Background: an optimization exercise with open tools, aiming at small area and a short achievable clock period. Do not read the settings as production practice. In this exercise RTL edits were held to simulation tests only and were not proved equivalent to the original.

**design/flow/design.v**
```verilog
module umps_disk (
    input  wire        clk,
    input  wire        rst,           
    input  wire [7:0]  clock_rate,    
    input  wire [15:0] cyls,          
    input  wire [7:0]  heads,         
    input  wire [7:0]  sects,         
    input  wire [15:0] rot_time,      
    input  wire [11:0] seek_time,     
    input  wire [6:0]  data_pct,      
    input  wire [3:0]  dma_ticks,     
    input  wire        tick,          
    input  wire [31:0] tod_lo,        
    input  wire        req_valid,
    input  wire        req_write,
    input  wire [2:0]  req_addr,      
    input  wire [31:0] req_wdata,
    output reg         rvalid,
    output reg  [31:0] rdata,
    input  wire        working,
    input  wire        dma_out_fail,  
    input  wire        dma_in_fail,   
    output reg         dma_out,       
    output reg         dma_in,        
    output reg  [31:0] dma_addr,      
    output reg         img_valid,     
    output reg         img_write,     
    output wire [15:0] img_cyl,
    output wire [7:0]  img_head,
    output wire [7:0]  img_sect,
    output wire        ip             
);
    function [32:0] f_sub;
        input [31:0] a;
        input [31:0] b;
        integer i;
        reg br;
        reg [31:0] d;
        begin
            br = 1'b0;
            for (i = 0; i < 32; i = i + 1) begin
                d[i] = a[i] ^ b[i] ^ br;
                br   = (~a[i] & b[i]) | (~(a[i] ^ b[i]) & br);
            end
            f_sub = {br, d};
        end
    endfunction
    function [32:0] f_add;
        input [31:0] a;
        input [31:0] b;
        input        ci;
        integer i;
        reg c;
        reg [31:0] s;
        begin
            c = ci;
            for (i = 0; i < 32; i = i + 1) begin
                s[i] = a[i] ^ b[i] ^ c;
                c    = (a[i] & b[i]) | ((a[i] ^ b[i]) & c);
            end
            f_add = {c, s};
        end
    endfunction
    function [31:0] f_dec;
        input [31:0] a;
        integer i;
        reg z;
        begin
            z = 1'b1;
            for (i = 0; i < 32; i = i + 1) begin
                f_dec[i] = a[i] ^ z;
                z = z & ~a[i];
            end
        end
    endfunction
    function [31:0] f_inc;
        input [31:0] a;
        integer i;
        reg c;
        begin
            c = 1'b1;
            for (i = 0; i < 32; i = i + 1) begin
                f_inc[i] = a[i] ^ c;
                c = c & a[i];
            end
        end
    endfunction
    function [26:0] psub;
        input [25:0] a; input [25:0] b;
        reg [25:0] g, p, G, P, G2, P2; integer i, l, k;
        reg [26:0] br;
        begin
            for (i=0;i<26;i=i+1) begin g[i] = ~a[i] & b[i]; p[i] = ~(a[i] ^ b[i]); end
            G = g; P = p;
            for (l=0;l<5;l=l+1) begin
                G2 = G; P2 = P;
                for (i=0;i<26;i=i+1) if ((i >> l) & 1) begin
                    k = ((i >> l) << l) - 1;
                    G2[i] = G[i] | (P[i] & G[k]); P2[i] = P[i] & P[k];
                end
                G = G2; P = P2;
            end
            br[0] = 1'b0;
            for (i=0;i<26;i=i+1) br[i+1] = G[i];
            for (i=0;i<26;i=i+1) psub[i] = a[i] ^ b[i] ^ br[i];
            psub[26] = br[26];
        end
    endfunction
    localparam [2:0] ST_READY    = 3'd1;
    localparam [2:0] ST_ILLEGAL  = 3'd2;
    localparam [2:0] ST_BUSY     = 3'd3;
    localparam [2:0] ST_SEEKERR  = 3'd4;
    localparam [2:0] ST_DREADERR = 3'd5;
    localparam [2:0] ST_DWRITERR = 3'd6;
    localparam [2:0] ST_DMAERR   = 3'd7;
    localparam [2:0] PH_RST  = 3'd0;   
    localparam [2:0] PH_SEEK = 3'd1;   
    localparam [2:0] PH_REM  = 3'd2;   
    localparam [2:0] PH_SECT = 3'd3;   
    localparam [2:0] PH_DATA = 3'd4;   
    localparam [2:0] PH_DMA  = 3'd5;   
    localparam [2:0] PH_ENT  = 3'd6;   
    reg [2:0]    status;
    reg [31:0]   command;
    reg [31:0]   data0;
    reg          pend;
    reg          fresh;               
    reg [2:0]    phase;
    reg [30:0]   c1;
    reg [7:0]    c2;
    reg [15:0]   cur_cyl;
    reg          cache_valid;
    reg [15:0]   cache_cyl;
    reg [7:0]    cache_head;
    reg [7:0]    cache_sect;
    reg [1:0]    init;                
    reg [23:0]   st;                  
    reg [23:0]   trem;                
    reg [7:0]    tcur;                
    assign ip       = pend;
    assign img_cyl  = cache_cyl;
    assign img_head = cache_head;
    assign img_sect = cache_sect;
    wire busy = status == ST_BUSY;
    wire i1   = init == 2'd1;
    wire i2   = init == 2'd2;
    genvar gi;
    wire [23:0] mu_a = rst ? {8'd0, rot_time} : st;
    wire [7:0]  mu_b = rst ? clock_rate : {1'b0, data_pct};
    wire [31:0] mu_p;
    generate
        for (gi = 0; gi < 8; gi = gi + 1) begin : g_mul
            wire [31:0] acc;
            if (gi == 0) begin : g_first
                assign acc = mu_b[0] ? {8'd0, mu_a} : 32'd0;
            end else begin : g_next
                wire [32:0] s = f_add(g_mul[gi-1].acc, mu_b[gi] ? ({8'd0, mu_a} << gi) : 32'd0, 1'b0);
                assign acc = s[31:0];
            end
        end
    endgenerate
    assign mu_p = g_mul[7].acc;
    wire [30:0] xd    = mu_p[30:0];                                    
    wire        xd_ge = (xd[30:7] != 24'd0) | (xd[6] & xd[5] & (xd[4] | xd[3] | xd[2]));   
    localparam integer DK = 12;
    localparam integer SK = 5;
    wire [SK-1:0] st_hi;
    wire [23:0] st_q;
    generate
        for (gi = 0; gi < 24; gi = gi + 1) begin : g_st
            wire [8:0] t;
            wire [9:0] df;
            wire       ge;
            wire [7:0] rout;
            wire [7:0] dsr = (gi < SK) ? sects : tcur;
            if (gi == 0) begin : g_first
                assign t = {8'd0, mu_p[23]};
            end else if (gi < SK) begin : g_rst
                assign t = {g_st[gi-1].rout, mu_p[23-gi]};
            end else if (gi == SK) begin : g_resume
                assign t = {trem[23:16], trem[23-gi]};
            end else begin : g_next
                assign t = {g_st[gi-1].rout, trem[23-gi]};
            end
            assign df   = {1'b0, t} - {2'b0, dsr};
            assign ge   = ~df[9];
            assign rout = ge ? df[7:0] : t[7:0];
            if (gi >= SK) begin : g_q
                assign st_q[23-gi] = ge;
            end else begin : g_h
                assign st_hi[SK-1-gi] = ge;
            end
        end
        assign st_q[23:24-SK] = st[23:24-SK];
        for (gi = 0; gi < 32; gi = gi + 1) begin : g_row
            localparam integer W  = (gi < 24) ? gi : 24;          
            localparam integer WO = (gi + 1 < 24) ? gi + 1 : 24;   
            wire [24:0] t;
            wire [26:0] df;
            wire        ge;
            wire [23:0] rout;
            wire [8:0]  m2;
            wire [9:0]  mdf;
            wire [7:0]  m;
            wire [23:0] dd = (gi < DK) ? st_q : st;
            if (gi == 0) begin : g_first
                assign t  = {24'd0, tod_lo[31]};
                assign m2 = {8'd0, ge};
            end else if (gi == DK) begin : g_resume
                assign t  = {trem, c1[31-DK]};
                assign m2 = {c2, ge};
            end else begin : g_next
                assign t  = {g_row[gi-1].rout, (gi < DK) ? tod_lo[31-gi] : c1[31-gi]};
                assign m2 = {g_row[gi-1].m, ge};
            end
            assign df = psub({1'b0, t}, {2'b0, dd});
            assign ge = ~df[26];
            if (WO < 24) begin : g_narrow
                assign rout = {{(24-WO){1'b0}}, (ge ? df[WO-1:0] : t[WO-1:0])};
            end else begin : g_wide
                assign rout = ge ? df[23:0] : t[23:0];
            end
            assign mdf = {1'b0, m2} - {2'b0, tcur};
            assign m   = mdf[9] ? m2[7:0] : mdf[7:0];
        end
    endgenerate
    wire [23:0] rem = i2 ? g_row[31].rout : trem;
    wire [7:0]  cur = i2 ? g_row[31].m : tcur;
    wire [7:0]  op_head = command[23:16];
    wire [7:0]  op_sect = command[15:8];
    wire [15:0] op_cyl  = command[31:16];
    wire        hit     = cache_valid && cache_cyl == cur_cyl &&
                          cache_head == op_head && cache_sect == op_sect;
    wire [32:0] off_a = f_add({24'd0, op_sect}, {24'd0, ~cur}, 1'b0);    
    wire [32:0] off_b = f_add({24'd0, off_a[7:0]}, {24'd0, sects}, 1'b0);
    wire [7:0]  off   = off_a[8] ? off_a[7:0] : off_b[7:0];
    wire [7:0]  off_dn = f_dec({24'd0, c2});
    wire [32:0] sd    = f_sub({16'd0, op_cyl}, {16'd0, cur_cyl});
    wire [15:0] sd_m1 = sd[32] ? ~sd[15:0] : f_dec({16'd0, sd[15:0]});
    wire [11:0] stm1  = f_dec({20'd0, seek_time});
    wire [15:0] ccm1  = f_dec({16'd0, cur_cyl});
    wire [7:0]  sp     = (op_sect == 8'd0) ? f_dec({24'd0, sects}) : f_dec({24'd0, op_sect});
    wire        rd_hit = (command[2:0] == 3'd3) && hit;
    reg [2:0]  e_ph;
    reg [30:0] e_c1;
    reg [7:0]  e_c2;
    reg        e_last;                 
    always @(*) begin
        e_ph = phase;
        e_c1 = c1;
        e_c2 = c2;
        e_last = rd_hit || (c1[27:4] == 24'd0 && c2 == 8'd0 && !xd_ge);
        if (fresh) begin
            case (command[2:0])
                3'd0: begin
                    e_ph = PH_RST;
                    e_c2 = clock_rate;
                    e_c1 = 31'd399;
                end
                3'd2: begin
                    e_ph = PH_SEEK;
                    e_c2 = clock_rate;
                    e_c1 = {3'd0, sd_m1, stm1};
                end
                default: begin
                    e_ph = PH_DMA;
                    e_c1 = {3'd0, rem, dma_ticks};
                    e_c2 = off;
                    e_last = rd_hit || (rem == 24'd0 && cur == sp && !xd_ge);
                end
            endcase
        end else if (phase == PH_ENT) begin
            if (c1[27:4] != 24'd0) begin
                e_ph = PH_REM;
                e_c1 = {7'd0, c1[27:4]};
            end else if (c2 != 8'd0) begin
                e_ph = PH_SECT;
                e_c1 = {7'd0, st};
                e_c2 = off_dn;
            end else begin
                e_ph = PH_DATA;
                e_c1 = xd;
            end
        end
    end
    wire is_cr   = (e_ph == PH_RST) || (e_ph == PH_SEEK);
    wire is_data = (e_ph == PH_DATA);
    wire is_dma  = (e_ph == PH_DMA);
    wire c1_one  = (e_c1[30:4] == 27'd0) & (e_c1[3:0] == 4'd1);
    wire c1_lt2h = (e_c1[30:8] == 23'd0) & ~(e_c1[7] & e_c1[6] & (e_c1[5] | e_c1[4] | e_c1[3]));   
    wire run_end = is_cr ? (e_c2 == 8'd1) : is_data ? c1_lt2h :
                   is_dma ? (e_c1[3:0] == 4'd1) : c1_one;
    wire [32:0] c1_dn = f_add({1'b0, e_c1}, {1'b0, 23'h7fffff, 1'b1, ~is_data, ~is_data, 3'b111, ~is_data, ~is_data}, 1'b0);
    wire [7:0]  c2_dn = f_dec({24'd0, e_c2});
    wire        us_z  = (e_c1[11:0] == 12'd0);
    wire        cy_z  = (e_c1[27:12] == 16'd0);
    reg [2:0]  t_ph;
    reg [30:0] t_c1;
    reg [7:0]  t_c2;
    reg        done;
    always @(*) begin
        t_ph = e_ph;
        t_c1 = e_c1;
        t_c2 = e_c2;
        done = 1'b0;
        if (is_cr) begin
            if (!run_end) begin
                t_c2 = c2_dn;
            end else begin
                t_c2 = clock_rate;
                if (!us_z) begin
                    t_c1 = c1_dn[30:0];
                end else if (!cy_z) begin
                    t_c1 = {c1_dn[30:12], stm1};
                end else if (e_ph == PH_RST && seek_time != 12'd0 && cur_cyl != 16'd0) begin
                    t_ph = PH_SEEK;
                    t_c1 = {3'd0, ccm1, stm1};
                end else begin
                    done = 1'b1;
                end
            end
        end else if (!run_end) begin
            t_c1 = c1_dn[30:0];
        end else begin
            case (e_ph)
                PH_DMA: begin
                    if (e_last)
                        done = 1'b1;
                    else
                        t_ph = PH_ENT;
                end
                PH_REM, PH_SECT: begin
                    if (e_c2 != 8'd0) begin
                        t_ph = PH_SECT;
                        t_c2 = c2_dn;
                        t_c1 = {7'd0, st};
                    end else if (xd_ge) begin
                        t_ph = PH_DATA;
                        t_c1 = xd;
                    end else begin
                        done = 1'b1;
                    end
                end
                default: begin
                    done = 1'b1;
                end
            endcase
        end
    end
    reg [2:0]    n_status;
    reg [31:0]   n_command;
    reg [31:0]   n_data0;
    reg          n_pend;
    reg          n_fresh;
    reg [15:0]   n_cur_cyl;
    reg          n_cache_valid;
    reg          n_cache_set;
    reg          n_dma_out;
    reg          n_dma_in;
    reg          n_img_valid;
    reg          n_img_write;
    wire [15:0] seek_c = req_wdata[31:16];
    wire [7:0]  w_head = req_wdata[23:16];
    wire [7:0]  w_sect = req_wdata[15:8];
    wire [32:0] cmp_c  = f_sub({16'd0, seek_c}, {16'd0, cyls});
    wire [32:0] cmp_h  = f_sub({24'd0, w_head}, {24'd0, heads});
    wire [32:0] cmp_s  = f_sub({24'd0, w_sect}, {24'd0, sects});
    wire        c_oob  = ~cmp_c[32];                   
    wire        hs_oob = ~cmp_h[32] | ~cmp_s[32];      
    always @(*) begin
        n_status      = status;
        n_command     = command;
        n_data0       = data0;
        n_pend        = pend;
        n_fresh       = 1'b0;
        n_cur_cyl     = cur_cyl;
        n_cache_valid = cache_valid;
        n_cache_set   = 1'b0;
        n_dma_out     = 1'b0;
        n_dma_in      = 1'b0;
        n_img_valid   = 1'b0;
        n_img_write   = 1'b0;
        if (tick && busy && done) begin
            n_pend = 1'b1;
            case (command[2:0])
                3'd0: begin
                    n_cur_cyl = 16'd0;
                    n_status  = ST_READY;
                end
                3'd2: begin
                    if (working) begin
                        n_cur_cyl = op_cyl;
                        n_status  = ST_READY;
                    end else begin
                        n_status  = ST_SEEKERR;
                    end
                end
                3'd3: begin
                    if (!working) begin
                        n_cache_valid = 1'b0;
                        n_status      = ST_DREADERR;
                    end else begin
                        n_img_valid = !hit;
                        n_dma_out   = 1'b1;
                        n_cache_set = 1'b1;
                        if (dma_out_fail) begin
                            n_cache_valid = 1'b0;
                            n_status      = ST_DMAERR;
                        end else begin
                            n_cache_valid = 1'b1;
                            n_status      = ST_READY;
                        end
                    end
                end
                default: begin
                    if (working) begin
                        n_img_valid   = 1'b1;
                        n_img_write   = 1'b1;
                        n_cache_set   = 1'b1;
                        n_cache_valid = 1'b1;
                        n_status      = ST_READY;
                    end else begin
                        n_cache_valid = 1'b0;
                        n_status      = ST_DWRITERR;
                    end
                end
            endcase
        end
        if (req_valid && req_write && n_status != ST_BUSY) begin
            if (req_addr == 3'd2) begin
                n_data0 = req_wdata;
            end else if (req_addr == 3'd1) begin
                n_command = req_wdata;
                case (req_wdata[7:0])
                    8'd0: begin  
                        n_cache_valid = 1'b0;
                        n_pend        = 1'b0;
                        n_status      = ST_BUSY;
                        n_fresh       = 1'b1;
                    end
                    8'd1: begin  
                        n_pend   = 1'b0;
                        n_status = ST_READY;
                    end
                    8'd2: begin  
                        if (c_oob) begin
                            n_status = ST_SEEKERR;
                            n_pend   = 1'b1;
                        end else if (seek_time == 12'd0 || seek_c == n_cur_cyl) begin
                            n_pend = 1'b1;
                            if (working) begin
                                n_cur_cyl = seek_c;
                                n_status  = ST_READY;
                            end else begin
                                n_status  = ST_SEEKERR;
                            end
                        end else begin
                            n_pend   = 1'b0;
                            n_status = ST_BUSY;
                            n_fresh  = 1'b1;
                        end
                    end
                    8'd3: begin  
                        if (hs_oob) begin
                            n_cache_valid = 1'b0;
                            n_status      = ST_DREADERR;
                            n_pend        = 1'b1;
                        end else begin
                            n_pend   = 1'b0;
                            n_status = ST_BUSY;
                            n_fresh  = 1'b1;
                        end
                    end
                    8'd4: begin  
                        n_cache_valid = 1'b0;
                        if (hs_oob) begin
                            n_status = ST_DWRITERR;
                            n_pend   = 1'b1;
                        end else begin
                            n_dma_in = 1'b1;
                            if (dma_in_fail) begin
                                n_status = ST_DMAERR;
                                n_pend   = 1'b1;
                            end else begin
                                n_pend   = 1'b0;
                                n_status = ST_BUSY;
                                n_fresh  = 1'b1;
                            end
                        end
                    end
                    default: begin  
                        n_status = ST_ILLEGAL;
                        n_pend   = 1'b1;
                    end
                endcase
            end
        end
    end
    wire [23:0] rem_1  = rem + 24'd1;
    wire [7:0]  cur_1  = cur + 8'd1;
    wire [23:0] st_m1  = f_dec({8'd0, st});
    wire [7:0]  sc_m1  = f_dec({24'd0, sects});
    wire        rem_w  = (rem == st_m1);
    wire        cur_w  = (cur == sc_m1);
    wire        tod_z  = (tod_lo == 32'd0);
    always @(posedge clk) begin
        rvalid <= !rst && req_valid && !req_write;
        case (req_addr)
            3'd0: rdata <= {29'd0, status};
            3'd1: rdata <= command;
            3'd2: rdata <= data0;
            3'd3: rdata <= {cyls, heads, sects};
            3'd4: rdata <= {31'd0, pend};
            default: rdata <= 32'd0;
        endcase
    end
    always @(posedge clk) begin
        if (rst) begin
            status      <= ST_READY;
            command     <= 32'd0;
            data0       <= 32'd0;
            pend        <= 1'b0;
            fresh       <= 1'b0;
            cur_cyl     <= 16'd0;
            cache_valid <= 1'b0;
            dma_out     <= 1'b0;
            dma_in      <= 1'b0;
            img_valid   <= 1'b0;
            img_write   <= 1'b0;
            init        <= 2'd1;
        end else begin
            status      <= n_status;
            command     <= n_command;
            data0       <= n_data0;
            pend        <= n_pend;
            fresh       <= n_fresh;
            cur_cyl     <= n_cur_cyl;
            cache_valid <= n_cache_valid;
            dma_out     <= n_dma_out;
            dma_in      <= n_dma_in;
            img_valid   <= n_img_valid;
            img_write   <= n_img_write;
            init        <= {i1, 1'b0};
        end
        if (rst)
            st[23:24-SK] <= st_hi;
        else if (i1)
            st <= st_q;
        if (i1) begin
            c1 <= {{DK{1'b0}}, tod_lo[31-DK:0]};
            c2 <= g_row[DK-1].m;
        end else if (tick && busy) begin
            phase <= t_ph;
            c1    <= t_c1;
            c2    <= t_c2;
        end else begin
            phase <= e_ph;
            c1    <= e_c1;
            c2    <= e_c2;
        end
        if (rst) begin
            trem <= {g_st[SK-1].rout, 1'b0, mu_p[23-SK:0]};
            tcur <= sects;
        end else if (i1) begin
            trem <= g_row[DK-1].rout;
        end else begin
            if (tick && tod_z) begin
                trem <= 24'd0;
                tcur <= 8'd0;
            end else if (tick && rem_w) begin
                trem <= 24'd0;
                tcur <= cur_w ? 8'd0 : cur_1;
            end else if (tick) begin
                trem <= rem_1;
                tcur <= cur;
            end else begin
                trem <= rem;
                tcur <= cur;
            end
        end
        if (n_cache_set) begin
            cache_cyl  <= cur_cyl;
            cache_head <= op_head;
            cache_sect <= op_sect;
        end
        dma_addr <= data0;
    end
endmodule
```
**design/flow/run.sh**
```bash
#!/bin/bash
# synth_recipe.tcl (not shown) runs the flow's synth.tcl, then flattens the netlist and writes it again
# the make line also repeats each setting of config.mk as NAME=value (left out here)
make -C /OpenROAD-flow-scripts/flow DESIGN_CONFIG=/design/flow/config.mk WORK_HOME=/design/flow/orfs CLKGATE_MAP_FILE= SYNTH_SCRIPT=/design/flow/synth_recipe.tcl finish
```
**design/flow/config.mk**
```make
export PLATFORM = sky130hd
export DESIGN_NAME = umps_disk
export DESIGN_NICKNAME = umps_disk
export VERILOG_FILES = /design/flow/design.v
export SDC_FILE = /design/flow/constraint.sdc
export NUM_CORES = 4
export LEC_CHECK = 0
export CAP_MARGIN = 20
export CORE_MARGIN = 2
export CORE_UTILIZATION = 60
export SLEW_MARGIN = 20
```
**design/flow/constraint.sdc**
```tcl
create_clock -name core_clock -period 260.0 [get_ports {clk}]
set_input_delay 52.0000 -clock core_clock [delete_from_list [all_inputs] [get_ports {clk}]]
set_output_delay 52.0000 -clock core_clock [all_outputs]
set_load 0.01 [all_outputs]
```
==> impl_metrics.toml, run 1 <==
[critical_path]
crit_arrival_ns = 82.85
reg2reg_slack_ns = 177.67
cp_top_family = "compound AO/OA/AOI/OAI gates"
cp.required_ns = 260.52
cpMostUsedCell = "a21o_1"
crit_type = "flop to flop"
cp-start-kind = "flop"
r2r_cells = 374
cp_max_fo = 40
slowest_delay_ns = 0.87
path_buf_inv = 30
critPathSlowestCell = "mux2i_1"
r2r_end = "c2[0]$_DFF_P_"
r2r_start = "tcur[1]$_DFFE_PN_"
startpoint = "tcur[1]$_DFFE_PN_"
cp-end-kind = "flop"

[sta]
worstMarginPinSlew_ns = 1.20
fmax_mhz = 12.1
slew_viol_final = 0
setup_viol = 0
period_minus_slack_ns = 82.33
hold_slack_ns = 0.338
tns_ns = 0
fin_skew_ns = 0.0465
hold_violations = 0
fin_crit_sh_pct = 31.7
rsz0062_at_grt = "false"
slew_headroom_pct = 19.5

[job]
drv.max_cap_violation_count = 0

[global_route]
grt_pass1_vias = 69384
busiest_layer = "met2"
grt_use_total_pct = 42.2
grtUsageMet2_pct = 67.7
use_met1_pct = 52.3
antenna_found_initial = 9
grt_overflow_total = 0
met3_usage_pct = 7.53
grt_max_degree = 76
grt_pass1_wl_um = 403000

[floorplanning]
start_util_pct = 60.5
die_area_um2 = 122000
dieWidth_um = 349
core_area_um2 = 118000
dieHeight_um = 349
fp-row-count = 126
io_pins = 256

[routing]
vias = 71300
route.detailed.drc = 0
drt_iter0_markers = 6974
postRouteAntennaNets = 0
via_per_inst = 6.67
detail_route.first_pass.iterations = 9
routedWlPerCell_um = 24.7
drt-total-wl_um = 264000

[cells_and_area]
drive_above_1_share_pct = 6.87
final_cells = 10696
fillCellCount = 10262
nets = 10715
area_delta_synth_final_pct = 8.01

[logic_synthesis]
synth_warnings = 1
yosysSeqAreaShare_pct = 8.98
ys_async_sr_fraction_pct = 0
synth_area_per_cell_um2 = 7.96
yosysTopAreaCell = "ha_1"
synthMuxAreaShare_pct = 7.66
synthTopCellsByCount = "ha_1, nor2_1, nand2_1"
synth_top_family_by_area = "adder cells"
synth.top_cells.by_area = "ha_1, fa_1, dfxtp_1"
synth_edf_count = 67
synthSimpleGateAreaFrac_pct = 16.6
synthAdderAreaFrac_pct = 28.9
syn_inst = 8981
synth_xor_area_share_pct = 8.25
synth_flop_cell = "dfxtp_1"
ys_types = 131
syn_area_um2 = 71500
yosysMostFrequentCell = "ha_1"
yosys.area.top_type_share_pct = 18.6
ys_ff_latch = 287
synth_compound_area_share_pct = 24.3

[clocking]
cts_num_sinks = 287
cts_resized = 0
post-cts-setup-buffers = 0
cts_tree = "yes"
clkLatencyLatePin_ns = 0.60
cts_hold_buf = 0
cts_buffers = 34
cts.clk_slew.worst_paths_ns = 0.06
cts_htree_levels = 2
root_buffer = "clkbuf_16"
cts.path.max_buffers = 3

[worst_hold_path]
hold_path_depth = 0
hp-start = "data0[9]$_SDFFE_PP0P_"
hold_class = "flop to flop"
holdPathEnd = "dma_addr[9]$_DFF_P_"

[place]
place_congestion = 1.04
dp.cells = 10631
port_buffers = 255
hpwl_um = 208000

[run_status]
status = "timing/DRC/antenna clean"
-- flip-flops by register name (all words and copies together), names as in the netlist --
register     count
rvalid           1
rdata           32
cache_cyl       16
init             2
st              24
c1              31
data0           32
cache_valid      1
dma_addr        32
cache_head       8
cache_sect       8
cur_cyl         16
img_valid        1
trem            24
command         32
phase            3
dma_in           1
img_write        1
tcur             8
status           3
c2               8
dma_out          1
fresh            1
pend             1
-- routing by layer --
layer / vias up / part of all wire [%]
li1: 32682 / -
met1: 34026 / 39
met2: 3601 / 44
met3: 979 / 9.3
met4: 12 / 7.6
met5: - / 0.030
-- per-stage QoR --
step / util (%) / instance area (um^2) / worst slack (ns)
after floorplan: - / 71500 / 182.91
after global placement: 64.3 / 75900 / 180.45
after detailed placement: 64.3 / 75900 / 178.97
after CTS: 65.4 / 77200 / 178.66
after global routing: 65.4 / 77200 / 171.37
final: 65.4 / 77200 / 177.67
-- cell families after synthesis --
kind of cell / Yosys count
adders and majority gates: 1430
other: 1
AOI/OAI and AO/OA: 2574
buffers and inverters: 987
DFF: 287
muxes: 514
and+or+nand+nor: 2515
xor gates and xnor gates: 673
-- placed cells by master, fill, tap and decap left out, types with 52 or more instances in the layout --
master	count
and2_1	114
o21bai_1	66
inv_1	663
o22ai_1	85
a21o_1	330
nor2b_1	131
fa_1	368
xnor2_1	403
nor2_1	779
buf_4	136
nor3_1	131
o21ai_0	470
a211oi_1	75
a21boi_0	63
mux2_2	236
nand2b_1	130
nand3_1	121
dfxtp_1	219
o211ai_1	76
and3_1	70
or2_2	52
a22oi_1	76
mux2i_1	269
ha_1	1062
o21a_1	119
a31oi_1	96
nand2_1	739
clkdlybuf4s50_1	253
a21oi_1	600
xor2_1	270
edfxtp_1	67
-- worst max-delay path by stage --
stage / to / slack (ns) / cells past startpoint
after global routing: c2[0]$_DFF_P_ / 171.37 / 374
final: c2[0]$_DFF_P_ / 177.67 / 374
after global placement: c2[0]$_DFF_P_ / 180.45 / 374
after floorplan: c2[1]$_DFF_P_ / 182.91 / 144
after CTS: c2[0]$_DFF_P_ / 178.66 / 374
after detailed placement: c2[0]$_DFF_P_ / 178.97 / 374
-- cell type report --
class / instances / area [um^2] / area share [%]
Multi-Input combinational cell: 7719 / 61400 / 79.5
Sequential cell: 287 / 6420 / 8.31
Timing Repair Buffer: 391 / 3570 / 4.62
Inverter: 698 / 2620 / 3.40
Tap cell: 1536 / 1920 / 2.49
Clock buffer: 46 / 988 / 1.28
Clock inverter: 16 / 287 / 0.371
Antenna cell: 3 / 7.51 / 0.00972
==> run 2: changes to the inputs <==
--- a/design/flow/design.v
+++ b/design/flow/design.v
@@ -222,3 +222,4 @@
             end
-            assign mdf = {1'b0, m2} - {2'b0, tcur};
+            wire [26:0] pqm = psub({17'd0, m2}, {18'd0, tcur});
+            assign mdf = {pqm[26], pqm[8:0]};
             assign m   = mdf[9] ? m2[7:0] : mdf[7:0];
--- a/design/flow/config.mk
+++ b/design/flow/config.mk
@@ -9,3 +9,3 @@
 export CORE_MARGIN = 2
-export CORE_UTILIZATION = 60
+export CORE_UTILIZATION = 40
 export SLEW_MARGIN = 20
==> run 2 against run 1 <==
  * Still clean
  * Sequential share of layout area shrank 0.099 points
  * Wire length grew 7.9%
  * Sequential cell count is the same
  * Via count decreased by 2.6%
  * Register-to-register slack worse by 5.9 ns
  * Synthesized area about the same
  * Non-clock buffer count is 21 higher
  * Critical path type unchanged
==> impl_metrics.toml, run 2 <==
[run_status]
status = "timing/DRC/antenna clean"

[routing]
route.detailed.drc = 0
via_per_inst = 6.05
drt_iter0_markers = 6435
detail_route.first_pass.iterations = 6
postRouteAntennaNets = 0
vias = 69441
routedWlPerCell_um = 24.8
drt-total-wl_um = 285000

[sta]
setup_viol = 0
hold_violations = 0
fin_ws_ns = 171.81
fmax_mhz = 11.3
hold_slack_ns = 0.367
slew_headroom_pct = 17.7
worstMarginPinSlew_ns = 1.22
slew_viol_final = 0
fin_skew_ns = 0.0384
fin_crit_sh_pct = 33.9
period_minus_slack_ns = 88.19
rsz0062_at_grt = "false"
tns_ns = 0

[cells_and_area]
fillCellCount = 17887
area_delta_synth_final_pct = 9.33
layout_common_cells = "ha_1, nor2_1, inv_1, nand2_1, a21oi_1"
nets = 10707
drive_above_1_share_pct = 6.95
final_common_cell = "ha_1"

[logic_synthesis]
synth_edf_count = 67
synth.top_cells.by_area = "ha_1, fa_1, dfxtp_1"
yosysSeqAreaShare_pct = 8.98
ys_types = 130
yosysTopAreaCell = "ha_1"
synthTopCellsByCount = "ha_1, nor2_1, inv_1"
ys_ff_latch = 287
synth_flop_cell = "dfxtp_1"
syn_area_um2 = 71500
yosys.area.top_type_share_pct = 18.1
synth_area_per_cell_um2 = 8.00
syn_inst = 8931
yosysMostFrequentCell = "ha_1"
ys_async_sr_fraction_pct = 0
synth_warnings = 1

[clocking]
cts_tree = "yes"
cts_htree_levels = 2
cts_resized = 0
cts.path.max_buffers = 3
root_buffer = "clkbuf_16"
clkLatencyLatePin_ns = 0.59
post-cts-setup-buffers = 0
cts.clk_slew.worst_paths_ns = 0.06
cts_buffers = 35
cts_num_sinks = 287
cts_hold_buf = 0

[worst_hold_path]
hp-start = "data0[11]$_SDFFE_PP0P_"
hold_path_depth = 0
holdPathEnd = "dma_addr[11]$_DFF_P_"
hold_class = "flop to flop"

[global_route]
grt_max_degree = 80
antenna_found_initial = 5
grt_pass1_vias = 67594
grt_overflow_total = 0
grt_pass1_wl_um = 426000
grt_use_total_pct = 30.4

[place]
pre_cts_ws_ns = 173.08
hpwl_um = 227000
place_congestion = 1.06
port_buffers = 255

[critical_path]
cp_top_family = "compound AO/OA/AOI/OAI gates"
crit_arrival_ns = 88.64
cp-start-kind = "flop"
r2r_cells = 325
r2r_end = "cur_cyl[0]$_SDFF_PP0_"
slowest_delay_ns = 0.90
critPathSlowestCell = "a2111oi_1"
cp.depth = 325
r2r_start = "trem[20]$_DFF_P_"
crit_type = "flop to flop"
cp.required_ns = 260.45
cp_max_fo = 35
path_buf_inv = 36
reg2reg_slack_ns = 171.81
cp-end-kind = "flop"
cpMostUsedCell = "o21ai_0"

[floorplanning]
start_util_pct = 40.1
fp-row-count = 155
dieWidth_um = 427
io_pins = 256
die_area_um2 = 182000
dieHeight_um = 427
core_area_um2 = 178000

[job]
drv.max_cap_violation_count = 0
==> run 2: cell types whose count changed in the layout (fill, tap and decap cells not counted), sizes merged, moves of 29 or more <==
| cell | before | now |
|---|---|---|
| nand2 | 739 | 657 |
| ha | 1062 | 1033 |
| nor2 | 785 | 853 |
| a21o | 330 | 286 |
| o21ai | 505 | 540 |
| inv | 692 | 740 |
| fa | 368 | 430 |
| xnor2 | 403 | 310 |
| a21oi | 605 | 542 |
==> run 2: cell type report <==
class / count / area, um^2 / area share, %
inverters: 744 / 2800 / 3.58
clock inverters: 18 / 179 / 0.229
multi-input cells: 7610 / 61100 / 78.2
well taps: 2355 / 2950 / 3.77
repair buffers: 412 / 3740 / 4.79
diodes: 2 / 5.00 / 0.00641
flip-flops and latches: 287 / 6420 / 8.21
clock buffers: 46 / 937 / 1.20
==> run 2: how the worst max path moves through the flow <==
stage / from / endpoint / slack [ns]
after CTS: st[0]$_DFFE_PP_ / cur_cyl[15]$_SDFF_PP0_ / 172.63
after detailed placement: trem[20]$_DFF_P_ / cur_cyl[15]$_SDFF_PP0_ / 173.08
after global placement: trem[20]$_DFF_P_ / cur_cyl[0]$_SDFF_PP0_ / 173.47
after global routing: st[0]$_DFFE_PP_ / cur_cyl[0]$_SDFF_PP0_ / 164.92
final: trem[20]$_DFF_P_ / cur_cyl[0]$_SDFF_PP0_ / 171.81
after floorplan: tod_lo[31] / c2[5]$_DFF_P_ / 181.93
==> run 2: kinds of logic (layout without fill, tap and decap cells) <==
logic type,after synthesis,count (layout),synth area share (%)
adder cells (fa/ha/maj),1463,1463,30.1
buffers and inverters,1043,1220,5.67
flip-flops,287,287,8.98
XOR/XNOR,575,575,7.05
other,2,13,0.0105
AO/OA/AOI/OAI,2444,2444,22.9
AND/OR/NAND/NOR,2582,2582,17.2
multiplexers,535,535,8.05
==> run 2: per-stage QoR <==
stage                     cells  util (%)  area [um^2]
after floorplan            8940         -        71500
after global routing      11472      43.9        78100
final                     11474      43.9        78100
after global placement    11406      43.2        77000
after detailed placement  11408      43.3        77000
after CTS                 11472      43.9        78100
==> run 2: routing by layer <==
| metal | vias to the layer above | wire length [um] | GRT usage [%] |
|---|---|---|---|
| met4 | 6 | 19600 | 17.2 |
| met2 | 2856 | 126000 | 49.0 |
| li1 | 32387 | - | - |
| met3 | 707 | 21100 | 4.80 |
| met5 | - | 38 | 0 |
| met1 | 33485 | 118000 | 38.6 |
==> run 3: changes to the inputs <==
--- a/design/flow/design.v
+++ b/design/flow/design.v
@@ -165,4 +165,6 @@
     localparam integer DK = 12;
+    localparam integer QK = 3;    
     localparam integer SK = 5;
     wire [SK-1:0] st_hi;
+    wire [QK-1:0] g_q1;                  
     wire [23:0] st_q;
@@ -194,2 +196,14 @@
         assign st_q[23:24-SK] = st[23:24-SK];
+        for (gi = 0; gi < QK; gi = gi + 1) begin : g_cu
+            wire [8:0] m2;
+            wire [9:0] mdf;
+            wire [7:0] m;
+            if (gi == 0) begin : g_first
+                assign m2 = {c2, c1[30]};
+            end else begin : g_next
+                assign m2 = {g_cu[gi-1].m, c1[30-gi]};
+            end
+            assign mdf = {1'b0, m2} - {2'b0, tcur};
+            assign m   = mdf[9] ? m2[7:0] : mdf[7:0];
+        end
         for (gi = 0; gi < 32; gi = gi + 1) begin : g_row
@@ -210,3 +224,3 @@
                 assign t  = {trem, c1[31-DK]};
-                assign m2 = {c2, ge};
+                assign m2 = {g_cu[QK-1].m, ge};
             end else begin : g_next
@@ -222,5 +236,7 @@
             end
-            wire [26:0] pqm = psub({17'd0, m2}, {18'd0, tcur});
-            assign mdf = {pqm[26], pqm[8:0]};
+            assign mdf = {1'b0, m2} - {2'b0, tcur};
             assign m   = mdf[9] ? m2[7:0] : mdf[7:0];
+            if (gi >= DK - QK && gi < DK) begin : g_qs
+                assign g_q1[DK-1-gi] = ge;
+            end
         end
@@ -550,4 +566,4 @@
         if (i1) begin
-            c1 <= {{DK{1'b0}}, tod_lo[31-DK:0]};
-            c2 <= g_row[DK-1].m;
+            c1 <= {g_q1, {(DK-QK-1){1'b0}}, tod_lo[31-DK:0]};
+            c2 <= g_row[DK-QK-1].m;
         end else if (tick && busy) begin
==> run 3 against run 2 <==
  * Clock skew rose by 0.0056 ns
  * Non-clock buffer count rose by 2
  * Sequential share of layout area rose by 0.14 points
  * Highest routed layer unchanged
  * Cell area fell by 1.7%
  * Global-route usage fell by 1.0 points
  * Die area fell by 1.9%
  * Cell count fell by 1.5%
==> impl_metrics.toml, run 3 <==
[critical_path]
cp-end-kind = "flop"
crit_type = "flop to flop"
cpMostUsedCell = "o21ai_0"
cp-start-kind = "flop"
slowest_delay_ns = 0.80
critPathSlowestCell = "o21a_1"
crit_arrival_ns = 88.70
cp.required_ns = 260.47
cp_max_fo = 40

[sta]
period_minus_slack_ns = 88.23
slew_viol_final = 0
rsz0062_at_grt = "false"
slew_headroom_pct = 19.0
worstMarginPinSlew_ns = 1.20
fin_crit_sh_pct = 33.9
setup_viol = 0
fmax_mhz = 11.3
hold_slack_ns = 0.363
hold_violations = 0
fin_skew_ns = 0.0440
tns_ns = 0

[logic_synthesis]
ys_async_sr_fraction_pct = 0
yosysMostFrequentCell = "ha_1"
syn_inst = 8779
yosysTopAreaCell = "ha_1"
yosysSeqAreaShare_pct = 9.16
synth_area_per_cell_um2 = 7.98
ys_types = 131
synth_flop_cell = "dfxtp_1"
synthTopCellsByCount = "ha_1, nand2_1, nor2_1"
synth_edf_count = 67
yosys.area.top_type_share_pct = 19.0
synth_warnings = 1
ys_ff_latch = 287
syn_area_um2 = 70100
synth.top_cells.by_area = "ha_1, fa_1, dfxtp_1"

[cells_and_area]
drive_above_1_share_pct = 7.93
nets = 10532
area_delta_synth_final_pct = 9.60
final_common_cell = "ha_1"
layout_common_cells = "ha_1, nand2_1, nor2_1, inv_1, a21oi_1"
final_cells = 11302

[routing]
via_per_inst = 5.96
detail_route.first_pass.iterations = 6
drt-total-wl_um = 272000
postRouteAntennaNets = 0
vias = 67390
drt_iter0_markers = 5576
routedWlPerCell_um = 24.0
route.detailed.drc = 0

[place]
port_buffers = 255
dp.cells = 11236
hpwl_um = 217000
place_congestion = 1.01

[global_route]
grt_overflow_total = 0
grt_pass1_vias = 67061
grt_use_total_pct = 29.4
grt_max_degree = 125
antenna_found_initial = 11
grt_pass1_wl_um = 409000

[clocking]
post-cts-setup-buffers = 0
cts_htree_levels = 2
cts_num_sinks = 287
cts_tree = "yes"
cts_resized = 0
root_buffer = "clkbuf_16"
cts.path.max_buffers = 3
clkLatencyLatePin_ns = 0.61
cts_buffers = 35
cts.clk_slew.worst_paths_ns = 0.07
cts_hold_buf = 0

[run_status]
status = "timing/DRC/antenna clean"

[floorplanning]
start_util_pct = 40.3
dieHeight_um = 423
core_area_um2 = 174000
fp-row-count = 153
io_pins = 256
die_area_um2 = 179000
dieWidth_um = 423

[worst_hold_path]
hold_class = "flop to flop"

[job]
drv.max_cap_violation_count = 0
==> run 3: changes by cell type in the layout (fill, tap and decap cells not counted), sizes merged, moves of 55 or more <==
cell / change
fa: -62
mux2: +93
nor2: -120
nand2: +128
a21oi: +80
mux2i: -55
==> run 3: area by class of cell <==
cell class              instances  area (um^2)
inverters                     710         2670
well taps                    2325         2910
clock inverters                19          254
flip-flops and latches        287         6420
multi-input cells            7500        59800
clock buffers                  45         1010
repair buffers                414         3770
fillers                     17448        97200
diodes                          2         5.00
==> run 3: metal layers <==
layer | vias up | GRT usage (%) | routed length [um]
met5 | - | 0 | 80
met4 | 10 | 17.4 | 19100
met3 | 668 | 3.78 | 17200
met2 | 2502 | 49.9 | 126000
met1 | 32498 | 35.6 | 109000
li1 | 31712 | - | -
==> run 3: worst max-delay path, delay by kind of cell, from the launching register on <==
family | cells | cell delay (ns)
AO/OA/AOI/OAI | 231 | 52.78
XOR/XNOR | 1 | 0.14
adder cells (fa/ha/maj) | 29 | 9.47
flip-flops | 1 | 0.34
multiplexers | 16 | 5.79
buffers and inverters | 33 | 9.58
AND/OR/NAND/NOR | 50 | 9.81
==> run 3: worst paths after layout <==
path	start	end	slack [ns]	cells after the start
worst min-delay path	data0[8]$_SDFFE_PP0P_	dma_addr[8]$_DFF_P_	0.36	0
worst max register to register	c1[19]$_DFF_P_	cur_cyl[3]$_SDFF_PP0_	171.78	360
worst min register to register	data0[8]$_SDFFE_PP0P_	dma_addr[8]$_DFF_P_	0.36	0
worst max-delay path	c1[19]$_DFF_P_	cur_cyl[3]$_SDFF_PP0_	171.78	360
==> run 3: kinds of logic after synthesis <==
family | after synthesis | synth area share (%)
xor+xnor | 636 | 7.95
other cells | 1 | 0.00535
buf+inv | 1004 | 5.79
fa+ha+maj | 1430 | 29.5
mux | 573 | 8.91
simple gates | 2472 | 16.6
compound gates | 2376 | 22.2
flops | 287 | 9.16
==> run 3: stage by stage <==
step,util (%),worst slack (ns),cell area [um^2]
floorplan,-,184.33,70100
global placement,43.4,176.00,75500
detailed placement,43.4,173.26,75500
CTS,44.1,172.86,76800
global route,44.1,163.04,76800
finish,44.1,171.78,76800
==> run 4: changes to the inputs <==
--- a/design/flow/design.v
+++ b/design/flow/design.v
@@ -164,3 +164,3 @@
     wire        xd_ge = (xd[30:7] != 24'd0) | (xd[6] & xd[5] & (xd[4] | xd[3] | xd[2]));   
-    localparam integer DK = 12;
+    localparam integer DK = 13;
     localparam integer QK = 3;    
==> run 4 against run 3 <==
  * Worst setup slack improved by 3.7 ns
  * Wire length increased by 9.3%
  * Clock-buffer cell count increased by 3
  * Die area decreased by 0.34%
  * Highest routed layer unchanged
  * Utilization increased by 0.20 points
  * Synthesized area decreased by 0.34%
  * Clock skew decreased by 0.011 ns
  * Via count increased by 2.9%
  * Largest cell class unchanged
==> impl_metrics.toml, run 4 <==
[clocking]
cts_resized = 0
post-cts-setup-buffers = 0
cts.path.max_buffers = 3
root_buffer = "clkbuf_16"
cts_buffers = 38
cts_htree_levels = 2
cts_tree = "yes"
cts_hold_buf = 0
cts.clk_slew.worst_paths_ns = 0.07
clkLatencyLatePin_ns = 0.62
cts_num_sinks = 287

[cells_and_area]
area_delta_synth_final_pct = 10.2
fillCellCount = 17336
layout_common_cells = "ha_1, nand2_1, inv_1, a21oi_1, nor2_1"
final_common_cell = "ha_1"
nets = 10555
drive_above_1_share_pct = 7.88

[critical_path]
r2r_cells = 337
cp-end-kind = "flop"
startpoint = "trem[15]$_DFF_P_"
cpMostUsedCell = "o21ai_0"
reg2reg_slack_ns = 175.51
critPathSlowestCell = "o31ai_4"
crit_type = "flop to flop"
crit_arrival_ns = 84.99
slowest_delay_ns = 0.91
cp-start-kind = "flop"
r2r_start = "trem[15]$_DFF_P_"
cp.required_ns = 260.50
cp_max_fo = 32
r2r_end = "cur_cyl[14]$_SDFF_PP0_"

[floorplanning]
io_pins = 256
die_area_um2 = 178000
start_util_pct = 40.2
fp-row-count = 153
dieHeight_um = 422
core_area_um2 = 174000
dieWidth_um = 422

[logic_synthesis]
synth_warnings = 1
synth_flop_cell = "dfxtp_1"
syn_area_um2 = 69800
ys_async_sr_fraction_pct = 0
syn_inst = 8774
synth.top_cells.by_area = "ha_1, fa_1, dfxtp_1"
yosysMostFrequentCell = "ha_1"
synth_edf_count = 67
synthTopCellsByCount = "ha_1, nand2_1, inv_1"
yosysTopAreaCell = "ha_1"
ys_ff_latch = 287
yosys.area.top_type_share_pct = 19.0
ys_types = 125
synth_area_per_cell_um2 = 7.96
yosysSeqAreaShare_pct = 9.19

[sta]
slew_viol_final = 0
setup_viol = 0
period_minus_slack_ns = 84.49
tns_ns = 0
slew_headroom_pct = 15.4
fmax_mhz = 11.8
worstMarginPinSlew_ns = 1.26
rsz0062_at_grt = "false"
hold_violations = 0
fin_ws_ns = 175.51
fin_crit_sh_pct = 32.5
fin_skew_ns = 0.0325

[global_route]
grt_overflow_total = 0
met3_usage_pct = 6.22
grt_pass1_vias = 67685
antenna_found_initial = 14
use_met1_pct = 41.3
grt_max_degree = 65
grt_pass1_wl_um = 439000
grt_use_total_pct = 32.2
busiest_layer = "met2"
grtUsageMet2_pct = 50.8

[worst_hold_path]
hold_class = "flop to flop"
holdPathEnd = "dma_addr[4]$_DFF_P_"
hp-start = "data0[4]$_SDFFE_PP0P_"
hold_path_depth = 0

[routing]
drt_iter0_markers = 6531
routedWlPerCell_um = 26.2
detail_route.first_pass.iterations = 7
vias = 69328
via_per_inst = 6.12
route.detailed.drc = 0
drt-total-wl_um = 297000
postRouteAntennaNets = 0

[run_status]
status = "timing/DRC/antenna clean"

[place]
place_congestion = 1.08
port_buffers = 255
pre_cts_ws_ns = 177.30
hpwl_um = 241000

[job]
drv.max_cap_violation_count = 0
[run 4: cell types whose count changed after synthesis, sizes merged, moves of 32 or more]
| cell | previous run | this run |
|---|---|---|
| a21oi | 622 | 674 |
| o21ai | 549 | 517 |
| a21o | 289 | 325 |
| and2 | 72 | 108 |
| nor2 | 733 | 630 |
| mux2 | 336 | 300 |
[run 4: metrics by stage]
step	cell area [um^2]	hold slack, ns	utilization, %	cells
floorplan	69900	0.346	-	8786
global placement	75700	0.355	43.6	11257
detailed placement	75700	0.359	43.6	11257
CTS	77000	0.356	44.3	11325
global route	77000	0.371	44.3	11325
finish	77000	0.371	44.3	11331
[run 4: layer usage]
layer / routed length [um] / vias up
met5: 116 / -
met4: 20300 / 16
met3: 25500 / 807
met2: 129000 / 3061
met1: 122000 / 33551
li1: - / 31893
[run 4: worst max-delay path by stage]
| stage | end | cells past startpoint |
|---|---|---|
| after floorplan | trem[1]$_DFF_P_ | 133 |
| after global placement | trem[12]$_DFF_P_ | 130 |
| after detailed placement | cur_cyl[15]$_SDFF_PP0_ | 341 |
| after CTS | cur_cyl[15]$_SDFF_PP0_ | 339 |
| after global routing | cur_cyl[15]$_SDFF_PP0_ | 341 |
| final | cur_cyl[14]$_SDFF_PP0_ | 337 |
[run 4: layout make-up]
type	instances	area, um^2	area share, %
antenna	6	15.0	0.0195
clock buffer	48	1020	1.32
clock inverter	20	267	0.346
inverter	700	2630	3.42
multi-input combinational	7504	59800	77.6
sequential	287	6420	8.34
tap	2325	2910	3.78
timing repair buffer	441	3960	5.14
[run 4: critical path, delay by kind of cell (launching register included)]
kind	cells	cell delay [ns]
AO/OA/AOI/OAI	194	43.64
AND/OR/NAND/NOR	59	13.57
buffers and inverters	40	10.71
adder cells (fa/ha/maj)	27	9.17
multiplexers	16	6.26
flip-flops	1	0.54
XOR/XNOR	1	0.15
[run 4: kinds of logic (layout without fill, tap and decap cells)]
logic type | after synthesis | in the layout | synth area share, %
AOI/OAI and AO/OA | 2466 | 2466 | 23.2
xor gates and xnor gates | 627 | 627 | 7.86
adders and majority gates | 1429 | 1429 | 29.6
buffers and inverters | 995 | 1209 | 5.49
DFF | 287 | 287 | 9.19
muxes | 517 | 517 | 8.01
other | 1 | 19 | 0.00537
and+or+nand+nor | 2452 | 2452 | 16.7

[what the ideal ports hide]
No port has a modelled driver above. Below, the same layouts with a new extraction and two added sets of constraints.
Step 1 (the two cells are an assumption about what drives the block):
set clk [get_ports {clk}]
set_driving_cell -lib_cell sky130_fd_sc_hd__clkbuf_16 $clk
set_driving_cell -lib_cell sky130_fd_sc_hd__buf_2 [delete_from_list [all_inputs] $clk]
Step 2, shift: input delay + t, output delay - t, t = (earliest + latest rising clock arrival at the registers) / 2. This alone moves slack from input paths to output paths.
a / b / c = no drivers / after step 1 / after step 2; a / b = the first two.
| run | shift t [ns] | setup WS [ns] | worst setup path after step 2 | latest minus earliest clock arrival (ns) |
|---|---|---|---|---|
| run 1 | 0.647 | 177.667 / 177.667 / 177.667 | register to register | 0.046 / 0.046 |
| run 2 | 0.627 | 171.809 / 171.809 / 171.809 | register to register | 0.038 / 0.039 |
| run 3 | 0.646 | 171.775 / 171.775 / 171.775 | register to register | 0.044 / 0.044 |
| run 4 | 0.666 | 175.507 / 175.507 / 175.507 | register to register | 0.032 / 0.032 |
After both steps every run listed still meets setup and hold.
